Source: an optimization exercise on an open RTL-to-GDS flow (aim: small area, a short achievable clock period and few clock cycles). Production flows keep margins and buffers that such runs may drop.
Where RTL was checked, it was by simulation tests only, not by an equivalence proof against the original.
For run 2, only the layout was checked, not whether the RTL still works.
No activity file was given, so power comes from the tool's default toggle rates.

## flow/config.mk

```make
export PLATFORM = sky130hd
export DESIGN_NAME = sctp_enc
export DESIGN_NICKNAME = sctp_enc
export VERILOG_FILES = /design/flow/design.v
export SDC_FILE = /design/flow/constraint.sdc
export NUM_CORES = 4
export LEC_CHECK = 0
export CAP_MARGIN = 20
export CORE_MARGIN = 2
export CORE_UTILIZATION = 40
export SLEW_MARGIN = 20
```

## flow/constraint.sdc

```tcl
create_clock -name core_clock -period 4.5 [get_ports {clk}]
set_input_delay 0.9000 -clock core_clock [delete_from_list [all_inputs] [get_ports {clk}]]
set_output_delay 0.9000 -clock core_clock [all_outputs]
set_load 0.01 [all_outputs]
```

## flow/design.v

```verilog
module sctp_enc (
    input  wire        clk,
    input  wire        rst,
    input  wire        cmd_valid,
    output wire        cmd_ready,
    input  wire [3:0]  cmd_op,
    input  wire [63:0] cmd_arg,
    input  wire [3:0]  cmd_cnt,
    input  wire        cmd_last,
    output reg         out_valid,
    input  wire        out_ready,
    output reg  [63:0] out_data,
    output reg  [3:0]  out_cnt,
    output reg         out_last,
    output reg         out_fault
);
    localparam [3:0] OP_DATA = 4'd14;
    localparam [2:0] M_NONE = 3'd0;    
    localparam [2:0] M_FIX  = 3'd1;    
    localparam [2:0] M_ULEB = 3'd2;    
    localparam [2:0] M_SLEB = 3'd3;    
    reg        busy;        
    reg        hdr_pend;    
    reg [7:0]  hdr;
    reg [2:0]  mode;
    reg [63:0] sreg;        
    reg [3:0]  nleft;       
    reg        lastcmd;     
    reg        faulted;     
    reg [63:0] pk_data;     
    reg [3:0]  pk_cnt;
    assign cmd_ready = !busy;
    function [3:0] fixed_width(input [3:0] t);
        case (t)
            4'd0, 4'd1:   fixed_width = 4'd1;
            4'd2, 4'd3:   fixed_width = 4'd2;
            4'd4, 4'd5:   fixed_width = 4'd4;
            4'd10:        fixed_width = 4'd4;
            default:      fixed_width = 4'd8;
        endcase
    endfunction
    reg [7:0]  pay_byte;
    reg        pay_end;
    reg [63:0] pay_rest;
    always @(*) begin
        pay_byte = sreg[7:0];
        pay_rest = sreg >> 8;
        pay_end  = 1'b1;
        case (mode)
            M_FIX: begin
                pay_byte = sreg[7:0];
                pay_rest = sreg >> 8;
                pay_end  = (nleft == 4'd1);
            end
            M_ULEB: begin
                pay_rest = sreg >> 7;
                pay_end  = (pay_rest == 64'd0);
                pay_byte = {!pay_end, sreg[6:0]};
            end
            M_SLEB: begin
                pay_rest = $signed(sreg) >>> 7;
                pay_end  = ((pay_rest == 64'd0) && !sreg[6]) ||
                           ((pay_rest == {64{1'b1}}) && sreg[6]);
                pay_byte = {!pay_end, sreg[6:0]};
            end
            default: ;
        endcase
    end
    wire       slot_free = !out_valid || out_ready;
    wire       has_pay   = (mode != M_NONE);
    wire       emit      = busy && slot_free && (hdr_pend || has_pay);
    wire [7:0] ebyte     = hdr_pend ? hdr : pay_byte;
    wire       cmd_done  = hdr_pend ? !has_pay : pay_end;
    wire       idle_end  = busy && slot_free && !hdr_pend && !has_pay;
    always @(posedge clk) begin
        if (rst) begin
            busy      <= 1'b0;
            hdr_pend  <= 1'b0;
            hdr       <= 8'd0;
            mode      <= M_NONE;
            sreg      <= 64'd0;
            nleft     <= 4'd0;
            lastcmd   <= 1'b0;
            faulted   <= 1'b0;
            pk_data   <= 64'd0;
            pk_cnt    <= 4'd0;
            out_valid <= 1'b0;
            out_data  <= 64'd0;
            out_cnt   <= 4'd0;
            out_last  <= 1'b0;
            out_fault <= 1'b0;
        end else begin
            if (out_valid && out_ready)
                out_valid <= 1'b0;
            if (cmd_valid && cmd_ready) begin
                busy     <= 1'b1;
                lastcmd  <= cmd_last;
                sreg     <= cmd_arg;
                hdr_pend <= 1'b0;
                mode     <= M_NONE;
                nleft    <= 4'd0;
                if (!faulted) begin
                    case (cmd_op)
                        4'd8: begin
                            hdr_pend <= 1'b1; hdr <= 8'h08; mode <= M_ULEB;
                        end
                        4'd9: begin
                            hdr_pend <= 1'b1; hdr <= 8'h09; mode <= M_SLEB;
                        end
                        4'd12: begin
                            if (cmd_arg[7:0] > 8'd15) begin
                                faulted <= 1'b1;           
                            end else begin
                                hdr_pend <= 1'b1; hdr <= {cmd_arg[3:0], 4'd12};
                            end
                        end
                        4'd13: begin
                            hdr_pend <= 1'b1;
                            if (cmd_arg < 64'd15) begin
                                hdr <= {cmd_arg[3:0], 4'd13};
                            end else begin
                                hdr  <= 8'hFD;
                                mode <= M_ULEB;
                            end
                        end
                        4'd15: begin
                            hdr_pend <= 1'b1; hdr <= 8'h0F;
                        end
                        OP_DATA: begin
                            if (cmd_cnt != 4'd0) begin
                                mode  <= M_FIX;
                                nleft <= (cmd_cnt > 4'd8) ? 4'd8 : cmd_cnt;
                            end
                        end
                        default: begin                     
                            hdr_pend <= 1'b1;
                            hdr      <= {4'd0, cmd_op};
                            mode     <= M_FIX;
                            nleft    <= fixed_width(cmd_op);
                        end
                    endcase
                end
            end
            else if (emit) begin
                if (hdr_pend) begin
                    hdr_pend <= 1'b0;
                end else begin
                    sreg  <= pay_rest;
                    nleft <= nleft - 4'd1;
                end
                if (cmd_done) begin
                    busy <= 1'b0;
                    mode <= M_NONE;
                end
                if (pk_cnt == 4'd7 || (cmd_done && lastcmd)) begin
                    out_valid <= 1'b1;
                    out_data  <= pk_data;
                    out_data[pk_cnt[2:0]*8 +: 8] <= ebyte;
                    out_cnt   <= pk_cnt + 4'd1;
                    out_last  <= cmd_done && lastcmd;
                    out_fault <= (cmd_done && lastcmd) ? faulted : 1'b0;
                    pk_cnt    <= 4'd0;
                    pk_data   <= 64'd0;
                    if (cmd_done && lastcmd)
                        faulted <= 1'b0;
                end else begin
                    pk_data[pk_cnt[2:0]*8 +: 8] <= ebyte;
                    pk_cnt <= pk_cnt + 4'd1;
                end
            end
            else if (idle_end) begin
                busy <= 1'b0;
                if (lastcmd) begin
                    out_valid <= 1'b1;
                    out_data  <= pk_data;
                    out_cnt   <= pk_cnt;
                    out_last  <= 1'b1;
                    out_fault <= faulted;
                    pk_cnt    <= 4'd0;
                    pk_data   <= 64'd0;
                    faulted   <= 1'b0;
                end
            end
        end
    end
endmodule
```

## flow/run.sh

```bash
#!/bin/bash
# synth_recipe.tcl (not shown) runs the flow's synth.tcl, then flattens the netlist and writes it again
# the make line also repeats each setting of config.mk as NAME=value (left out here)
make -C /OpenROAD-flow-scripts/flow DESIGN_CONFIG=/design/flow/config.mk WORK_HOME=/design/flow/orfs CLKGATE_MAP_FILE= SYNTH_SCRIPT=/design/flow/synth_recipe.tcl finish
```

==> reports/metrics.csv, run 1 <==
stage;metric;value;unit
global_routing;grt_pass1_vias;9232;
cells_and_area;finalNetCount;1416;
timing;period_minus_slack;3370;ps
floorplanning;start_util;0.406;
power_and_ir_drop;p_sw;0.00129;W
logic_synthesis;ys_types;66;
global_routing;grt_start_max_net_pins;119;
clock_network;cts_buffer_depth;3;
floorplanning;die_h;166;µm
cells_and_area;drive_gt1_frac;0.0771;
critical_path;arrival;3770;ps
logic_synthesis;yosys_warnings;1;
clock_network;cts.clk_slew.worst_paths;60;ps
cells_and_area;area_growth;25.0;%
timing;rsz0062_at_grt;false;
drt;dr_total_vias;9994;
floorplanning;fp.coreArea;25900;µm²
critical_path;start_kind;flop;
clock_network;hold_buffers;0;
timing;skew;12.5;ps
clock_network;htreeDepth;1;
timing;finalHoldViolations;0;
logic_synthesis;synthFlopType;dfxtp_1;
timing;max_freq;0.296;GHz
timing;fin_crit_sh;0.750;
power_and_ir_drop;static-leakage-power;4.35;nW
clock_network;cts_buffers;25;
floorplanning;rows;59;
clock_network;postCtsSetupBuffers;0;
place;hpwl;22.2;mm
power_and_ir_drop;swShare;0.258;
clock_network;cts_sinks;221;
clock_network;cts_tree;built;
power_and_ir_drop;p_seq_frac;0.428;
drt;wl_per_cell;19.2;µm
place;place_inst;1640;
drt;drt_wl_total;32.3;mm
logic_synthesis;synth_edf_count;0;
global_routing;antenna_found_initial;0;
global_routing;grt_remaining_overflow;0;
critical_path;crit_type;flop to flop;
power_and_ir_drop;p_int;0.00369;W
timing;tns;0;ps
logic_synthesis;synth_nets;1306;
global_routing;gr-usage-all-layers;0.227;
global_routing;grt_pass1_wl;52.1;mm
drt;final_antenna_net_count;0;
logic_synthesis;synthArstFlopShare;0;
place;gp_congestion;0.877;
clock_network;insertion_delay;520;ps
job;max_cap_viol_count;0;
critical_path;cp-end-kind;flop;
floorplanning;ioPinCount;149;
drt;first_iter_violations;786;
floorplanning;dieArea;27600;µm²
hold_path;hold-path-cell-count;2;
timing;slew-limit-headroom;0.310;
drt;viasPerCell;5.93;
floorplanning;fp.dieW;166;µm
critical_path;critPathMaxFanout;16;
logic_synthesis;ys_ff_latch;221;
timing;worstMarginPinSlew;1040;ps
power_and_ir_drop;ir_drop;257;µV
cells_and_area;n_antenna_cell;0;
timing;drv_slew;0;
hold_path;worstHoldPathType;flop to flop;
drt;dr.pass1.iters;4;
clock_network;post_cts_resized;0;
power_and_ir_drop;comb_power_share;0.126;
clock_network;root_buffer;clkbuf_16;
critical_path;worstPathRequired;4890;ps
logic_synthesis;ys_seq_area_frac;0.421;
logic_synthesis;netlist_instances;1222;
power_and_ir_drop;clock_power_share;0.445;
drt;drcViolationCount;0;
timing;finalSetupViolCount;0;
status;status;complete, no violations;
place;io_buffers;148;
logic_synthesis;netlist_area;10500;µm²
cells_and_area;instances_no_fill;1684;
critical_path;rr_worst_depth;11;
logic_synthesis;syn_avg_cell_area;8.61;µm²
power_and_ir_drop;p_per_area;379;nW/µm²
[layout by cell type (no fill, tap or decap), types with 42 or more instances in the layout]
master | synthesis | layout
o211ai_1 | 58 | 58
nor2_1 | 121 | 121
a22o_1 | 42 | 42
a21oi_1 | 79 | 79
dfxtp_1 | 221 | 220
clkdlybuf4s50_1 | 0 | 147
nand2_1 | 161 | 161
a221oi_1 | 60 | 60
mux2i_1 | 65 | 65
nor3_1 | 69 | 68
[power groups by stage]
stage | sequential [W] | combinational [W] | clock (W)
final | 0.00213 | 0.000630 | 0.00222
after global routing | 0.00214 | 0.000694 | 0.00234
after CTS | 0.00213 | 0.000627 | 0.00226
after detailed placement | 0.00217 | 0.000625 | 0
after global placement | 0.00217 | 0.000622 | 0
after floorplan | 0.00214 | 0.000399 | 0
[kinds of logic after synthesis]
logic type | after synthesis | synth area share
AO/OA/AOI/OAI | 343 | 0.248
XOR/XNOR | 3 | 0.00250
adder cells (fa/ha/maj) | 7 | 0.00833
buffers and inverters | 106 | 0.0464
flip-flops | 221 | 0.421
multiplexers | 66 | 0.0629
AND/OR/NAND/NOR | 476 | 0.211
[final timing paths]
check	slack [ps]	endpoint	startpoint
max reg2reg	1130	out_data[55]$_SDFFE_PP0P_	pk_cnt[0]$_SDFFE_PP0P_
max	1130	out_data[55]$_SDFFE_PP0P_	pk_cnt[0]$_SDFFE_PP0P_
min reg2reg	460	hdr[5]$_SDFFE_PP0P_	hdr[5]$_SDFFE_PP0P_
min	460	hdr[5]$_SDFFE_PP0P_	hdr[5]$_SDFFE_PP0P_
[cell type report]
class	count	area, µm²
repair buffers	175	1710
flip-flops and latches	221	4430
clock buffers	35	764
multi-input cells	895	5630
well taps	335	419
fillers	2486	12800
inverters	14	52.6
clock inverters	9	148
[worst max-delay path, stage by stage, from the launching register on]
cell and delay (ps):
dfxtp_1 440, inv_1 410, ha_1 230, ha_1 380, inv_1 110, ha_1 620
nor3b_1 90, o21ai_0 110, o22ai_1 110, buf_4 230, a221oi_1 430, nor2_1 90
[through the flow]
stage	hold slack, ps	utilization	area (µm²)	total power (W)	setup WS (ps)
finish	460	0.507	13100	0.00498	1130
global route	479	0.507	13100	0.00517	839
CTS	459	0.507	13100	0.00501	1150
detailed placement	447	0.472	12200	0.00280	628
global placement	439	0.472	12200	0.00279	632
floorplan	432	-	10500	0.00254	1310
[synth_stat cells (6+ instances only)]
cell type  number  area [µm²]
a21oi_1        79         395
a221oi_1       60         526
a22o_1         42         368
a31oi_1        11        68.8
a32o_1          8        80.1
a32oi_1         6        52.6
buf_1          10        37.5
buf_2           9        45.0
buf_8           6        90.1
clkbuf_1       65         244
dfxtp_1       221        4420
ha_1            7        87.6
inv_1          14        52.6
mux2i_1        65         651
nand2_1       161         604
nand3_1        21         105
nand4_1        24         150
nor2_1        121         454
nor3_1         69         345
nor4_1         41         257
o211ai_1       58         435
o21ai_0        17        85.1
o21bai_1        8        60.1
o2bb2ai_1      17         149
[state kept, by name (all words and copies together), names as in the netlist]
| register | flops |
|---|---|
| pk_data | 64 |
| busy | 1 |
| out_valid | 1 |
| out_fault | 1 |
| pk_cnt | 4 |
| out_last | 1 |
| nleft | 4 |
| hdr | 8 |
| faulted | 1 |
| out_data | 64 |
| out_cnt | 4 |
| mode | 2 |
| hdr_pend | 1 |
| lastcmd | 1 |
| sreg | 64 |
[routing by layer]
layer / global-route usage / vias up / wire length [µm]
met5: 0 / - / 0
met4: 0.0537 / 0 / 647
met3: 0.0288 / 42 / 1730
met2: 0.341 / 300 / 13900
met1: 0.346 / 4808 / 16100
li1: - / 4844 / -
Testbench counts, summed over its fixed seeds: cycles 85,350.
==> inputs of run 2 (changes only) <==
==> flow/design.v (replaced) <==
module sctp_enc (
    input  wire        clk,
    input  wire        rst,
    input  wire        cmd_valid,
    output wire        cmd_ready,
    input  wire [3:0]  cmd_op,
    input  wire [63:0] cmd_arg,
    input  wire [3:0]  cmd_cnt,
    input  wire        cmd_last,
    output wire        out_valid,
    input  wire        out_ready,
    output wire [63:0] out_data,
    output wire [3:0]  out_cnt,
    output wire        out_last,
    output wire        out_fault
);
    reg [143:0] A;           
    reg [4:0]   k;           
    reg         last_pend;   
    reg         fault_pend;  
    reg         faulted;     
    reg         ev;          
    reg  [87:0] eS;          
    reg  [3:0]  en;          
    reg         elast;       
    reg         efault;      
    wire ge8  = k[4] | k[3];
    wire le8  = !k[4] && (!k[3] || k[2:0] == 3'd0);
    wire ol   = last_pend && le8;
    assign out_valid = ge8 || last_pend;
    assign out_last  = ol;
    assign out_cnt   = ol ? k[3:0] : 4'd8;
    assign out_data  = A[63:0];
    assign out_fault = fault_pend;
    wire take = out_valid && out_ready;
    wire rdy_free = !last_pend && !ge8;
    wire rdy_take = (!last_pend && !k[4] && k[3]) || ol;
    wire merge = ev && (rdy_free || (rdy_take && out_ready));
    assign cmd_ready = !ev || rdy_free || (rdy_take && out_ready);
    wire accept = cmd_valid && cmd_ready;
    wire [2:0] off = last_pend ? 3'd0 : k[2:0];
    wire [3:0]  op = cmd_op;
    wire [63:0] a  = cmd_arg;
    wire big     = (a[63:4] != 60'd0) || (a[3:0] == 4'hF);    
    wire is_data = (op == 4'd14);
    wire is_sleb = (op == 4'd9);
    wire is_leb  = (op == 4'd8) || is_sleb || (op == 4'd13 && big);
    wire is_fix  = !op[3] || (op[3:1] == 3'b101);
    wire bad_short = (op == 4'd12) && (a[7:4] != 4'd0);
    reg [8:0] cu, cs;
    integer m;
    always @(*) begin
        for (m = 0; m < 9; m = m + 1) begin
            cu[m] = |(a >> (7*m + 7));
            cs[m] = (|(a >> (7*m + 6))) && !(&(a | ~({64{1'b1}} >> (7*m + 6) << (7*m + 6))));
        end
    end
    wire [8:0] c = is_sleb ? cs : cu;
    reg [3:0] nleb;          
    integer q;
    always @(*) begin
        nleb = 4'd0;
        for (q = 0; q < 9; q = q + 1)
            if (c[q]) nleb = q + 1;
    end
    reg [3:0] hi;
    always @(*) begin
        if (op == 4'd12 || (op == 4'd13 && !big)) hi = a[3:0];
        else if (op == 4'd13)                     hi = 4'hF;
        else                                      hi = 4'h0;
    end
    reg [87:0] S;
    integer i;
    always @(*) begin
        S[7:0] = is_data ? a[7:0] : {hi, op};
        for (i = 1; i < 11; i = i + 1) begin
            if (is_leb) begin
                if (i < 10) S[8*i +: 8] = {c[i-1], a[7*(i-1) +: 7]};
                else        S[8*i +: 8] = {1'b0, {6{is_sleb & a[63]}}, a[63]};
            end else if (is_data) begin
                S[8*i +: 8] = (i < 8) ? a[8*i +: 8] : 8'h00;
            end else begin
                S[8*i +: 8] = (i < 9) ? a[8*(i-1) +: 8] : 8'h00;
            end
        end
    end
    reg [3:0] n;
    always @(*) begin
        if (faulted || bad_short)  n = 4'd0;
        else if (is_data)          n = cmd_cnt[3] ? 4'd8 : cmd_cnt;
        else if (is_leb)           n = nleb + 4'd2;
        else if (is_fix) begin
            case ({op[3], op[2:0]})
                4'b0000, 4'b0001: n = 4'd2;
                4'b0010, 4'b0011: n = 4'd3;
                4'b0100, 4'b0101,
                4'b1010:          n = 4'd5;
                default:          n = 4'd9;
            endcase
        end else                   n = 4'd1;
    end
    wire [143:0] sh = {56'd0, eS} << {off, 3'b000};
    integer j;
    always @(posedge clk) begin
        for (j = 0; j < 18; j = j + 1) begin
            if (merge && j >= off)
                A[8*j +: 8] <= sh[8*j +: 8];
            else if (take && j < 10)
                A[8*j +: 8] <= A[8*j + 64 +: 8];
        end
        if (merge && elast)
            fault_pend <= efault;
        if (cmd_ready) begin
            eS     <= S;
            en     <= n;
            elast  <= cmd_last;
            efault <= faulted || bad_short;
        end
        if (rst) begin
            k         <= 5'd0;
            last_pend <= 1'b0;
            faulted   <= 1'b0;
            ev        <= 1'b0;
        end else begin
            if (cmd_ready)
                ev <= cmd_valid;
            if (accept)
                faulted <= !cmd_last && (faulted || bad_short);
            if (merge) begin
                k         <= {2'b00, off} + {1'b0, en};
                last_pend <= elast;
            end else if (take) begin
                if (ol) begin
                    k         <= 5'd0;
                    last_pend <= 1'b0;
                end else begin
                    k         <= k - 5'd8;
                end
            end
        end
    end
endmodule
==> run 2 against run 1 <==
  * Still clean on timing, DRC and antenna
  * Register-to-register slack gained 50 ps
  * Clock power down 13%
  * Fmax fell by 17%
  * Area after synthesis rose by 30%
  * Critical path depth is 4 higher
  * Largest cell class is now sequential cells
  * Largest power group is now registers
  * Highest routed layer unchanged
==> reports/metrics.csv, run 2 <==
stage;metric;value;unit
drt;dr_total_vias;10700;
logic_synthesis;netlist_area;13700;µm²
critical_path;cp-end-kind;flop;
job;max_cap_viol_count;0;
floorplanning;fp.coreArea;33600;µm²
clock_network;postCtsSetupBuffers;0;
cells_and_area;regArea;6980;µm²
place;hpwl;30.6;mm
clock_network;htreeDepth;1;
timing;slew-limit-headroom;0.370;
cells_and_area;fillers;3093;
timing;finalHoldViolations;0;
cells_and_area;largest_reg_flops;138;
timing;skew;14.5;ps
logic_synthesis;ys_ff_latch;235;
cells_and_area;final_common_cell;nand2_1;
logic_synthesis;synth_nets;1468;
critical_path;crit_type;primary input to flop;
power_and_ir_drop;total_power;0.00889;W
floorplanning;dieArea;35700;µm²
logic_synthesis;yosysTopAreaCell;edfxtp_1;
floorplanning;rows;67;
clock_network;cts.clk_slew.worst_paths;60;ps
timing;max_freq;0.246;GHz
critical_path;worstPathRequired;4770;ps
drt;final_antenna_net_count;0;
timing;drv_slew;0;
drt;viasPerCell;5.51;
logic_synthesis;synth_commonest_cells;269 x nand2_1, 227 x edfxtp_1, 151 x mux2i_1;
clock_network;cts_buffers;25;
power_and_ir_drop;ir_drop;329;µV
clock_network;insertion_delay;530;ps
drt;dr.pass1.iters;8;
cells_and_area;multiInputGateArea;5870;µm²
cells_and_area;instances_no_fill;1938;
logic_synthesis;yosys_warnings;9;
critical_path;start_kind;primary input;
cells_and_area;drive_gt1_frac;0.0993;
floorplanning;die_h;189;µm
place;post-place-ws;-73.3;ps
logic_synthesis;syn_avg_cell_area;9.89;µm²
floorplanning;ioPinCount;149;
global_routing;grt_remaining_overflow;0;
clock_network;root_buffer;clkbuf_16;
logic_synthesis;yosysTopAreaCellShare;0.498;
hold_path;worstHoldPathType;flop to flop;
logic_synthesis;yosysMostFrequentCell;nand2_1;
clock_network;hold_buffers;0;
cells_and_area;fin_util;0.482;
global_routing;grt_pass1_vias;10200;
place;io_buffers;148;
cells_and_area;area_growth;18.3;%
timing;fin_crit_sh;0.902;
cells_and_area;reg.largest.list;A: 138 flops, eS: 82 flops, k: 5 flops;
timing;worstMarginPinSlew;945;ps
logic_synthesis;synthFlopType;edfxtp_1;
floorplanning;start_util;0.407;
status;status;complete, no violations;
logic_synthesis;synthTopCellsByArea;edfxtp_1 50%, mux2i_1 11%, nand2_1 7.4%, buf_4 3.5%, nor2_1 3.3%;
timing;finalWorstSetupSlack;439;ps
timing;holdWs;418;ps
logic_synthesis;netlist_instances;1383;
clock_network;post_cts_resized;0;
cells_and_area;finalNetCount;1558;
cells_and_area;regMostFlops;A;
logic_synthesis;ys_types;61;
timing;rsz0062_at_grt;false;
global_routing;grt_start_max_net_pins;117;
place;place_inst;1894;
global_routing;gr-usage-all-layers;0.225;
timing;finalSetupViolCount;0;
drt;wl_per_cell;20.9;µm
logic_synthesis;synthArstFlopShare;0;
clock_network;cts_buffer_depth;3;
logic_synthesis;synth_edf_count;227;
cells_and_area;n_antenna_cell;0;
place;gp_congestion;0.973;
clock_network;cts_tree;built;
critical_path;critPathMaxFanout;3;
floorplanning;fp.dieW;189;µm
global_routing;grt_pass1_wl;61.8;mm
logic_synthesis;ys_seq_area_frac;0.510;
cells_and_area;mostFrequentLayoutCells;269 x nand2_1, 227 x edfxtp_1, 151 x mux2i_1;
power_and_ir_drop;p_per_area;549;nW/µm²
global_routing;antenna_found_initial;0;
power_and_ir_drop;static-leakage-power;6.67;nW
drt;first_iter_violations;1080;
clock_network;cts_sinks;235;
critical_path;arrival;4340;ps
drt;drcViolationCount;0;
drt;drt_wl_total;40.6;mm
timing;period_minus_slack;4060;ps
==> run 2: cell types whose count changed after synthesis, sizes merged, moves of 61 or more <==
cell | before | now
edfxtp | 0 | 227
dfxtp | 221 | 8
nand2 | 161 | 269
o21ai | 17 | 116
mux2i | 65 | 151
buf | 27 | 88
==> run 2: worst max-delay path, cell delays in order <==
cell	delay (ps)
clkdlybuf4s50_1	430
or4_1	550
or4_4	440
buf_4	160
nor4_1	260
buf_4	180
nor4b_1	260
a311oi_1	100
o21ai_0	190
a31oi_1	120
ha_1	300
nand2b_1	90
a21oi_1	70
o21ai_0	180
a21oi_1	90
==> run 2: worst paths after layout <==
check        slack [ps]              endpoint  cells after the start              startpoint
max                 440   en[2]$_SDFFCE_PN0N_                     15             cmd_arg[37]
min                 420  fault_pend$_DFFE_PP_                      0        efault$_DFFE_PN_
max reg2reg        1180       A[75]$_DFFE_PP_                      7  last_pend$_SDFFE_PP0P_
min reg2reg         420  fault_pend$_DFFE_PP_                      0        efault$_DFFE_PN_
==> run 2: cells by family after synthesis <==
| logic type | synth area share |
|---|---|
| xor gates and xnor gates | 0.00256 |
| adders and majority gates | 0.00786 |
| AOI/OAI and AO/OA | 0.113 |
| DFF | 0.510 |
| and+or+nand+nor | 0.170 |
| buffers and inverters | 0.0636 |
| muxes | 0.134 |
==> run 2: per-layer routing <==
metal / GRT usage / up-vias / routed length (µm)
met4: 0.0742 / 0 / 1270
met2: 0.345 / 493 / 17800
met3: 0.0211 / 74 / 2650
met5: 0 / - / 0
li1: - / 5119 / -
met1: 0.335 / 5001 / 18800
==> run 2: report_power, final <==
part / leakage, nW / switching, W / internal (W)
sequential: 2.34 / 0.000330 / 0.00335
clock: 0.368 / 0.000848 / 0.00108
combinational: 3.97 / 0.00201 / 0.00127
total: 6.67 / 0.00319 / 0.00570
==> run 2: layout make-up <==
| cell class | instances | share of cell area |
|---|---|---|
| sequential | 235 | 0.431 |
| inverter | 15 | 0.00356 |
| timing repair buffer | 209 | 0.121 |
| tap | 448 | 0.0346 |
| clock buffer | 29 | 0.0396 |
| clock inverter | 15 | 0.00696 |
| multi-input combinational | 987 | 0.363 |
==> run 2: metrics by stage <==
stage | area [µm²] | TNS [ps]
floorplan | 13700 | 0
CTS | 16200 | 0
finish | 16200 | 0
global placement | 15400 | -43.4
detailed placement | 15400 | -73.3
global route | 16200 | 0

[port drivers added, routing unchanged]
In the flow no input, the clock included, has a driving cell. The finished layouts below were timed again as built, in two steps. Step 1 sets driving cells, clkbuf_16 on the clock port and buf_2 on the other inputs (assumed; they add their load-dependent delay and slew). Step 2, shift: input delay + t, output delay - t, t = (earliest + latest rising clock arrival at the registers) / 2. This alone moves slack from input paths to output paths. a / b / c = ideal ports / drivers / drivers and shift; a / b = the first two.
| run | t (ns) | setup slack, ns | worst hold slack (ns) |
|---|---|---|---|
| run 1 | 0.569 | 1.126 / 1.126 / 0.674 | 0.460 / 0.460 / 0.460 |
| run 2 | 0.568 | 0.439 / 0.465 / -0.103 | 0.418 / 0.418 / 0.418 |
With both steps, setup timing fails in run 2, where it was met with ideal ports. For run 2, which loses most, drivers alone change the setup slack by +0.026 ns; drivers and shift together by -0.542 ns.
